This design comes from an exercise in tuning for small area, a short achievable clock period and few clock cycles per item on the open sky130 flow, not from production work.
The RTL was checked by simulation tests, not by an equivalence proof against the original design.

==> design/flow/design.v <==
module htv_fmul (
    input  wire [37:0] a,
    input  wire [37:0] b,
    output wire [40:0] z
);
    wire        nan  = a[37] | b[37] | (a[36] & b[35]) | (a[35] & b[36]);
    wire        inf  = ~nan & (a[36] | b[36]);
    wire        zero = ~nan & ~inf & (a[35] | b[35]);
    wire [9:0]  e    = a[33:24] + b[33:24] - 10'd127;
    wire [47:0] p    = a[23:0] * b[23:0];
    assign z = {nan, inf, zero, a[34] ^ b[34], e, p[47:22], |p[21:0]};
endmodule
module htv_fround (
    input  wire [40:0] p,
    output wire [37:0] z
);
    wire        nan  = p[40];
    wire        inf  = p[39];
    wire        zero = p[38];
    wire        n    = p[26];
    wire [25:0] w    = n ? {p[26:2], p[1] | p[0]} : p[25:0];
    wire signed [9:0] e1 = p[36:27] + {9'd0, n};
    wire        sub  = e1 < 10'sd1;
    wire signed [9:0] rr = 10'sd1 - e1;
    wire [4:0]  r    = !sub ? 5'd0 : (rr > 10'sd25 ? 5'd25 : rr[4:0]);
    wire [5:0]  l    = {1'b0, r} + 6'd2;           
    reg  [27:0] below;    
    reg  [27:0] lsbm;     
    integer i;
    always @* begin
        for (i = 0; i < 28; i = i + 1) begin
            below[i] = (i < l);
            lsbm[i]  = (i == l);
        end
    end
    wire [27:0] w28   = {2'b00, w};
    wire        lsb   = |(w28 & lsbm);
    wire        guard = |(w28 & (lsbm >> 1));
    wire        stk   = |(w28 & (below >> 1));
    wire        rup   = guard & (stk | lsb);
    wire [27:0] m     = (w28 & ~below) + (rup ? lsbm : 28'd0);
    wire        carry = m[26];
    wire [23:0] man   = carry ? 24'h800000 : m[25:2];
    wire signed [9:0] e2 = e1 + {9'd0, carry};
    wire        uflow = ~carry & ~m[25];
    wire        oflow = e2 > 10'sd254;
    wire        fin   = ~nan & ~inf & ~zero;
    wire        zz    = zero | (fin & uflow);
    wire        zi    = inf | (fin & ~uflow & oflow);
    assign z = {nan, zi, zz, p[37], e2, (zz | nan | zi) ? 24'd0 : man};
endmodule
module htv_fsat (
    input  wire [40:0] p,
    output reg  [7:0]  z
);
    wire        n  = p[26];
    wire [23:0] m  = n ? p[26:3] : p[25:2];
    wire        g  = n ? p[2] : p[1];
    wire        st = n ? (p[1] | p[0]) : p[0];
    wire        rup = g & (st | m[0]);
    wire [24:0] mr = {1'b0, m} + {24'd0, rup};
    wire signed [9:0] e2 = p[36:27] + {9'd0, n} + {9'd0, mr[24]};
    wire [7:0]  top = mr[24] ? 8'h80 : mr[23:16];
    wire [9:0]  sh  = 10'd134 - e2;
    always @* begin
        if (p[40] | p[37] | p[38])
            z = 8'd0;
        else if (p[39])
            z = 8'd255;
        else if (e2 > 10'sd134)
            z = 8'd255;
        else if (e2 == 10'sd134 && top == 8'hFF)
            z = 8'd255;
        else if (e2 < 10'sd127)
            z = 8'd0;
        else
            z = top >> sh[2:0];
    end
endmodule
module htv_fadd (
    input  wire [37:0] a,
    input  wire [37:0] b,
    output wire [66:0] z
);
    wire nan = a[37] | b[37] | (a[36] & b[36] & (a[34] ^ b[34]));
    wire inf = ~nan & (a[36] | b[36]);
    wire isg = a[36] ? a[34] : b[34];
    wire [33:0] ka = {~a[33], a[32:0]};
    wire [33:0] kb = {~b[33], b[32:0]};
    wire swap = a[35] ? 1'b1 : b[35] ? 1'b0 : (kb > ka);
    wire [37:0] x = swap ? b : a;
    wire [37:0] y = swap ? a : b;
    wire [9:0]  d  = x[33:24] - y[33:24];
    wire [26:0] my = {y[23:0], 3'b000};
    reg  [26:0] ys;
    reg         st;
    integer k;
    always @* begin
        st = 1'b0;
        if (d > 10'd26) begin
            ys = {26'd0, |my};
        end else begin
            ys = my >> d[4:0];
            st = 1'b0;
            for (k = 0; k < 27; k = k + 1)
                if (k < d[4:0] && my[k]) st = 1'b1;
            ys[0] = ys[0] | st;
        end
    end
    assign z = {nan, inf, isg, x[34] & y[34], x[34] ^ y[34], x[34], x[33:24], x[23:0], ys};
endmodule
module htv_fadd2 (
    input  wire [66:0] a,
    output wire [37:0] z
);
    wire        nan = a[66];
    wire        inf = a[65];
    wire        sub = a[62];
    wire [26:0] mx  = {a[50:27], 3'b000};
    wire [26:0] ys  = a[26:0];
    wire [27:0] s   = sub ? ({1'b0, mx} - {1'b0, ys}) : ({1'b0, mx} + {1'b0, ys});
    reg  [26:0] sn;
    reg  [4:0]  lz;
    reg  signed [9:0] e;
    integer k;
    always @* begin
        lz = 5'd0;
        if (s[27]) begin
            sn = {s[27:2], s[1] | s[0]};
            e  = a[60:51] + 10'd1;
        end else begin
            lz = 5'd0;
            for (k = 0; k < 27; k = k + 1)
                if (s[k]) lz = 5'd26 - k[4:0];
            sn = s[26:0] << lz;
            e  = a[60:51] - {5'd0, lz};
        end
    end
    wire        rup = sn[2] & (sn[1] | sn[0] | sn[3]);
    wire [24:0] mr  = {1'b0, sn[26:3]} + {24'd0, rup};
    wire signed [9:0] e2 = e + {9'd0, mr[24]};
    wire [23:0] man = mr[24] ? 24'h800000 : mr[23:0];
    wire        zs  = (s == 28'd0);
    wire        of  = e2 > 10'sd254;
    wire        zi  = inf | (~nan & ~zs & of);
    wire        zz  = ~nan & ~inf & zs;
    wire        sg  = inf ? a[64] : zs ? a[63] : a[61];
    assign z = {nan, zi, zz, sg, e2, (nan | zi | zz) ? 24'd0 : man};
endmodule
module htv_yuv2rgb (
    input  wire        clk,
    input  wire        rst,
    input  wire        cfg_we,
    input  wire [4:0]  cfg_addr,
    input  wire [31:0] cfg_wdata,
    input  wire        in_valid,
    output wire        in_ready,
    input  wire [31:0] in_y,
    input  wire [31:0] in_u,
    input  wire [31:0] in_v,
    output wire        out_valid,
    input  wire        out_ready,
    output wire [7:0]  out_r,
    output wire [7:0]  out_g,
    output wire [7:0]  out_b
);
    localparam [4:0] IDX_C_RV     = 5'd14;
    localparam [4:0] IDX_C_GU     = 5'd15;
    localparam [4:0] IDX_C_GV     = 5'd16;
    localparam [4:0] IDX_C_BU     = 5'd17;
    localparam [4:0] IDX_RGBSCALE = 5'd18;
    localparam [3:0] NCRED = 4'd9;
    function [37:0] unpack;
        input [31:0] x;
        reg ez, fz, emax;
        begin
            ez   = (x[30:23] == 8'd0);
            fz   = (x[22:0] == 23'd0);
            emax = (x[30:23] == 8'hFF);
            unpack = {emax & ~fz, emax & fz, ez & fz, x[31],
                      2'b00, ez ? 8'd1 : x[30:23], ~ez, x[22:0]};
        end
    endfunction
    function [37:0] nstep;
        input [37:0] x;
        begin
            if (x[23] | x[35])
                nstep = x;
            else
                nstep = {x[37:34], x[33:24] - 10'd1, x[22:0], 1'b0};
        end
    endfunction
    function [37:0] normalize;
        input [37:0] x;
        integer i;
        reg [4:0] lz;
        begin
            lz = 5'd0;
            for (i = 0; i < 24; i = i + 1)
                if (x[i]) lz = 5'd23 - i[4:0];
            if (x[35])
                normalize = x;
            else
                normalize = {x[37:34], x[33:24] - {5'd0, lz}, x[23:0] << lz};
        end
    endfunction
    reg        cw_we;
    reg [4:0]  cw_addr;
    reg [31:0] cw_data;
    reg [37:0] c_rv, c_gu, c_gv, c_bu, scale;
    wire [37:0] cw_n = normalize(unpack(cw_data));
    always @(posedge clk) begin
        if (rst) begin
            cw_we <= 1'b0;
            c_rv  <= 38'h007F91E5F3;    
            c_gu  <= 38'h047DCA0F91;    
            c_gv  <= 38'h047E94A234;    
            c_bu  <= 38'h0080820E17;    
            scale <= 38'h0086FF0000;    
        end else begin
            cw_we <= cfg_we;
            if (cw_we) begin
                case (cw_addr)
                    IDX_C_RV:     c_rv  <= cw_n;
                    IDX_C_GU:     c_gu  <= cw_n;
                    IDX_C_GV:     c_gv  <= cw_n;
                    IDX_C_BU:     c_bu  <= cw_n;
                    IDX_RGBSCALE: scale <= cw_n;
                    default: ;
                endcase
            end
        end
    end
    always @(posedge clk) begin
        cw_addr <= cfg_addr;
        cw_data <= cfg_wdata;
    end
    reg  [3:0]  cnt;
    reg         val0;
    reg  [37:0] y0, u0, v0;
    wire        norm0 = (y0[23] | y0[35]) & (u0[23] | u0[35]) & (v0[23] | v0[35]);
    wire        busy0 = val0 & ~norm0;
    assign in_ready = ~busy0 & (cnt < NCRED);
    wire        acc   = in_valid & in_ready;
    reg         ov;
    wire        take  = ov & out_ready;
    always @(posedge clk) begin
        if (rst) begin
            cnt  <= 4'd0;
            val0 <= 1'b0;
        end else begin
            cnt  <= cnt + {3'd0, acc} - {3'd0, take};
            if (in_ready)
                val0 <= in_valid;
            else if (norm0)
                val0 <= 1'b0;
        end
    end
    always @(posedge clk) begin
        if (in_ready) begin
            y0 <= unpack(in_y);
            u0 <= unpack(in_u);
            v0 <= unpack(in_v);
        end else begin
            y0 <= nstep(y0);
            u0 <= nstep(u0);
            v0 <= nstep(v0);
        end
    end
    reg         val1, val2, val3, val4, val5, val6;
    wire [40:0] m_rv, m_gu, m_gv, m_bu;
    htv_fmul u_m_rv (.a(c_rv), .b(v0), .z(m_rv));
    htv_fmul u_m_gu (.a(c_gu), .b(u0), .z(m_gu));
    htv_fmul u_m_gv (.a(c_gv), .b(v0), .z(m_gv));
    htv_fmul u_m_bu (.a(c_bu), .b(u0), .z(m_bu));
    reg  [40:0] p_rv1, p_gu1, p_gv1, p_bu1;
    reg  [37:0] y1;
    always @(posedge clk) begin
        p_rv1 <= m_rv;
        p_gu1 <= m_gu;
        p_gv1 <= m_gv;
        p_bu1 <= m_bu;
        y1    <= y0;
    end
    wire [37:0] q_rv, q_gu, q_gv, q_bu;
    htv_fround u_q_rv (.p(p_rv1), .z(q_rv));
    htv_fround u_q_gu (.p(p_gu1), .z(q_gu));
    htv_fround u_q_gv (.p(p_gv1), .z(q_gv));
    htv_fround u_q_bu (.p(p_bu1), .z(q_bu));
    wire [66:0] a_r, a_g, a_b;
    htv_fadd u_a_r (.a(y1), .b(q_rv), .z(a_r));
    htv_fadd u_a_g (.a(y1), .b(q_gu), .z(a_g));
    htv_fadd u_a_b (.a(y1), .b(q_bu), .z(a_b));
    reg  [66:0] a_r2, a_g2, a_b2;
    reg  [37:0] q_gv2;
    always @(posedge clk) begin
        a_r2  <= a_r;
        a_g2  <= a_g;
        a_b2  <= a_b;
        q_gv2 <= q_gv;
    end
    wire [37:0] s_r, s_g1, s_b;
    htv_fadd2 u_s_r  (.a(a_r2), .z(s_r));
    htv_fadd2 u_s_g1 (.a(a_g2), .z(s_g1));
    htv_fadd2 u_s_b  (.a(a_b2), .z(s_b));
    reg  [37:0] s_r3, s_g13, s_b3, q_gv3;
    always @(posedge clk) begin
        s_r3  <= s_r;
        s_g13 <= s_g1;
        s_b3  <= s_b;
        q_gv3 <= q_gv2;
    end
    wire [66:0] a_g4w;
    htv_fadd u_a_g4 (.a(s_g13), .b(q_gv3), .z(a_g4w));
    wire [40:0] m_r, m_b;
    htv_fmul u_m_r (.a(scale), .b(s_r3), .z(m_r));
    htv_fmul u_m_b (.a(scale), .b(s_b3), .z(m_b));
    reg  [66:0] a_g4;
    reg  [40:0] p_r4, p_b4;
    always @(posedge clk) begin
        a_g4 <= a_g4w;
        p_r4 <= m_r;
        p_b4 <= m_b;
    end
    wire [37:0] s_g;
    htv_fadd2 u_s_g (.a(a_g4), .z(s_g));
    wire [7:0]  r8, b8;
    htv_fsat u_t_r (.p(p_r4), .z(r8));
    htv_fsat u_t_b (.p(p_b4), .z(b8));
    reg  [37:0] s_g5;
    reg  [7:0]  r5, b5;
    always @(posedge clk) begin
        s_g5 <= s_g;
        r5   <= r8;
        b5   <= b8;
    end
    wire [40:0] m_g;
    htv_fmul u_m_g (.a(scale), .b(s_g5), .z(m_g));
    reg  [40:0] p_g6;
    reg  [7:0]  r6, b6;
    always @(posedge clk) begin
        p_g6 <= m_g;
        r6   <= r5;
        b6   <= b5;
    end
    wire [7:0]  g8;
    htv_fsat u_t_g (.p(p_g6), .z(g8));
    wire [23:0] res = {r6, g8, b6};
    always @(posedge clk) begin
        if (rst) begin
            val1 <= 1'b0; val2 <= 1'b0; val3 <= 1'b0;
            val4 <= 1'b0; val5 <= 1'b0; val6 <= 1'b0;
        end else begin
            val1 <= val0 & norm0;
            val2 <= val1; val3 <= val2; val4 <= val3;
            val5 <= val4; val6 <= val5;
        end
    end
    reg  [23:0] od;
    reg  [23:0] fifo [0:7];
    reg  [2:0]  wp, rp;
    reg  [3:0]  fc;
    wire        free = ~ov | out_ready;
    wire        pop  = free & (fc != 4'd0);
    wire        push = val6 & ~(free & (fc == 4'd0));
    always @(posedge clk) begin
        if (rst) begin
            ov <= 1'b0;
            wp <= 3'd0;
            rp <= 3'd0;
            fc <= 4'd0;
        end else begin
            if (free)
                ov <= (fc != 4'd0) | val6;
            if (pop)  rp <= rp + 3'd1;
            if (push) wp <= wp + 3'd1;
            fc <= fc + {3'd0, push} - {3'd0, pop};
        end
    end
    always @(posedge clk) begin
        if (free)
            od <= (fc != 4'd0) ? fifo[rp] : res;
        if (push)
            fifo[wp] <= res;
    end
    assign out_valid = ov;
    assign out_r = od[23:16];
    assign out_g = od[15:8];
    assign out_b = od[7:0];
endmodule
==> design/flow/run.sh <==
#!/bin/bash
# synth_recipe.tcl (not shown) runs the flow's synth.tcl, then flattens the netlist and writes it again
# the make line also repeats each setting of config.mk as NAME=value (left out here)
make -C /OpenROAD-flow-scripts/flow DESIGN_CONFIG=/design/flow/config.mk WORK_HOME=/design/flow/orfs CLKGATE_MAP_FILE= SYNTH_SCRIPT=/design/flow/synth_recipe.tcl finish
==> design/flow/config.mk <==
export PLATFORM = sky130hd
export DESIGN_NAME = htv_yuv2rgb
export DESIGN_NICKNAME = htv_yuv2rgb
export VERILOG_FILES = /design/flow/design.v
export SDC_FILE = /design/flow/constraint.sdc
export NUM_CORES = 4
export LEC_CHECK = 0
export CAP_MARGIN = 20
export CORE_MARGIN = 2
export CORE_UTILIZATION = 40
export SLEW_MARGIN = 20
==> design/flow/constraint.sdc <==
create_clock -name core_clock -period 20.0 [get_ports {clk}]
set_input_delay 4.0000 -clock core_clock [delete_from_list [all_inputs] [get_ports {clk}]]
set_output_delay 4.0000 -clock core_clock [all_outputs]
set_load 0.01 [all_outputs]
==> flow_summary.ini <==
[critical_path]
r2r-start = p_bu1[26]
crit_type = register to register
worstReg2RegEnd = a_b2[0]
critPathLaunchType = register
critPathMaxFanout = 50
endpoint_kind = register
cpMaxStageDelayCell = or4_1
r2r_slack_ns = 1.17
ff2ff_path_depth = 71
startpoint = p_bu1[26]
required_ns = 20.73
crit_path_frequent_cell = o21a_1
critical_path.max_stage_delay_ns = 0.67
worst_ep_arrival_time_ns = 19.56

[synthesis]
yosys_warnings = 5
synth-edff-count = 324
netlist_area_um2 = 225000
synth-main-ff-cell = dfxtp_1
ys_ff_latch = 1428
avgSynthCellArea_um2 = 8.62
async_flop_share_pct = 0
synth.distinct_cells = 131
yosysSeqAreaShare_pct = 14.2
syn-num-nets = 31500
synthCells = 26100

[finish]
final_nets = 31000
multi_input_area_um2 = 173000
fillers = 55700
stdcell_area_um2 = 241000
seq_area_um2 = 31900
drive_above_1_share_pct = 5.57
syn_to_final_growth_pct = 7.42

[run_status]
outcome = finished clean

[sta]
period_needed_ns = 18.83
finalCritPeriodShare_pct = 94.1
final-setup-viol-count = 0
hold_viol = 0
skew_ns = 0.0909
fmax_mhz = 53.1
worst_pin_slew_ns = 1.24
slew_headroom_pct = 17.2
setup_tns_ns = 0
slew_violations = 0
rsz0062_at_grt = no

[detailed_routing]
dr.pass1.iters = 6
first_iter_violations = 14800
wirelength_um = 776000
antenna_left = 0
wire_per_inst_um = 23.3
drc = 0
num_vias = 184000
routed_via_density = 5.54

[place]
post-dp-hpwl_um = 595000
port_buffers = 163
gp_congestion = 1.00
place_area_um2 = 235000

[die]
row_count = 275
dieArea_um2 = 568000
boundaryPins = 164
start_util_pct = 40.1
die_height_um = 753
fp.coreArea_um2 = 560000
die_w_um = 753

[grt]
first_global_vias = 187000
antenna_found_initial = 48
overflow = 0
grt_pass1_wl_um = 1180000
grtUsageTotal_pct = 26.9
grt_max_degree = 114

[clocking]
cts.sinks = 1428
ctsHoldBuffers = 0
numCtsBuffers = 173
htreeDepth = 4
cts-root-buf = clkbuf_16
cts_tree = built
worstSkewPairLatency_ns = 0.94
clk_pin_slew_ns = 0.07
cts_buffer_depth = 4

[worst_hold_path]
whs_path_depth = 0
worstHoldStart = r5[4]
hold_class = register to register
holdPathEnd = r6[4]

[run]
cap_viol_max_count = 0
==> flip-flops by register name, indices dropped and copies added, names as in the netlist, 40 cells and up, named ones only <==
| signal | flops |
|---|---|
| fifo | 192 |
| a_r2 | 67 |
| p_bu1 | 41 |
| a_g4 | 67 |
| p_r4 | 40 |
| p_gv1 | 41 |
| p_rv1 | 41 |
| p_gu1 | 41 |
| p_g6 | 40 |
| p_b4 | 40 |
| a_b2 | 67 |
| a_g2 | 67 |
==> logic make-up (layout without fill, tap and decap cells) <==
logic type / Yosys count / after routing / share of synthesized area [%]
buffers and inverters: 5413 / 5093 / 9.11
adder cells (fa/ha/maj): 5292 / 5292 / 40.8
AND/OR/NAND/NOR: 8752 / 8752 / 18.3
XOR/XNOR: 818 / 818 / 3.22
AO/OA/AOI/OAI: 3623 / 3623 / 10.7
other: 1 / 34 / 0.00167
multiplexers: 734 / 734 / 3.78
flip-flops: 1428 / 1428 / 14.2
==> cells in the mapped netlist (all sizes together), types with 473 or more instances <==
master | number | area share (%)
mux2i | 473 | 2.1
ha | 1899 | 11
nand2 | 3916 | 6.5
clkbuf | 1215 | 2.0
xnor2 | 555 | 2.2
inv | 4037 | 6.7
fa | 3391 | 30
o21ai | 665 | 1.5
dfxtp | 1104 | 9.8
nor2 | 1417 | 2.4
and2 | 1519 | 4.2
a21oi | 1071 | 2.4
==> timing repair <==
action                     4_1_cts  5_1_grt
resized for setup                0       28
buffers inserted                 0        4
setup endpoints to repair        0       81
==> final cells by class <==
class                           count  share of cell area [%]
Multi-Input combinational cell  19200                    71.6
Sequential cell                  1428                    13.2
Inverter                         4047                    6.30
Tap cell                         7479                    3.88
Timing Repair Buffer              730                    2.48
Clock buffer                      213                    1.98
Clock inverter                    103                   0.502
Antenna cell                       33                  0.0342
==> through the flow <==
step / setup slack (ns) / hold WS [ns] / util (%) / instances
after detailed placement: 0.662 / 0.312 / 42.0 / 32900
after CTS: 0.547 / 0.326 / 43.0 / 33200
after floorplan: 2.55 / 0.310 / - / 26100
final: 1.17 / 0.325 / 43.1 / 33300
after global routing: 0.0151 / 0.331 / 43.1 / 33200
after global placement: 0.756 / 0.310 / 42.0 / 32900
==> cell usage in the layout (no fill, tap or decap), drive strengths merged, types with 57 or more instances in the layout <==
master and n:
o21bai 156, or3 106, and2 1519, o21a 129, xnor2 555, mux4 70
mux2 191, nor2b 130, xor2 262, a21o 212, clkbuf 215, dfxtp 1104
o31ai 98, fa 3391, nand4 147, and3 112, o211ai 124, or2 64
nor3 432, nand2b 104, buf 566, a211oi 193, clkdlybuf4s50 162, ha 1899
nor2 1417, o21ai 665, a21oi 1071, mux2i 473, a211o 109, o22ai 77
nand2 3916, nor4 150, edfxtp 324, nand3 404, clkinv 63, inv 4061
a31oi 113, nor3b 57
==> critical path, delay by kind of cell (launching register included) <==
family / cells / cell delay, ns
adders and majority gates: 6 / 2.06
xor gates and xnor gates: 3 / 0.63
DFF: 1 / 0.33
and+or+nand+nor: 21 / 5.88
AOI/OAI and AO/OA: 31 / 6.79
muxes: 1 / 0.28
buffers and inverters: 9 / 2.60
==> routing by layer <==
layer | global-route usage (%) | vias up | share of wire [%]
li1 | - | 83000 | -
met1 | 36.6 | 92700 | 43
met2 | 43.0 | 7104 | 45
met3 | 5.17 | 1258 | 8.3
met4 | 9.17 | 14 | 3.9
met5 | 0.0421 | - | 0.015
==> worst max-delay path by stage <==
stage,depth (start not counted),slack [ns],endpoint
after CTS,71,0.55,a_b2[14]
after detailed placement,71,0.66,a_b2[14]
after global routing,79,0.02,a_g2[23]
after global placement,71,0.76,a_b2[12]
after floorplan,82,2.55,a_b2[7]
final,71,1.17,a_b2[0]
Testbench counts, summed over its fixed seeds: cycles 4,864, pixels 4,800.

-- what the ideal ports hide --
In the flow no input, the clock included, has a driving cell. The finished layout below was timed again as built, in two steps. Step 1, drivers: a clkbuf_16 drives clk and a buf_2 each remaining input, both assumed. Step 2 adds t to the input delays and takes it off the output delays; t is the mean of the earliest and latest rising clock arrival at the registers after step 1. Input paths then give back, and output paths get back, about the clock's delay inside the block. a / b / c = no drivers / after step 1 / after step 2; a / b = the first two.
t (ns): 1.031
setup slack, ns: 1.170 / 1.170 / 1.170
latest minus earliest clock arrival (ns): 0.096 / 0.096
slew at the worst register clock pin (ns): 0.09 / 0.09
After both steps this run still meets setup and hold. For this run, drivers alone change the setup slack by 0.000 ns; drivers and shift together by 0.000 ns.
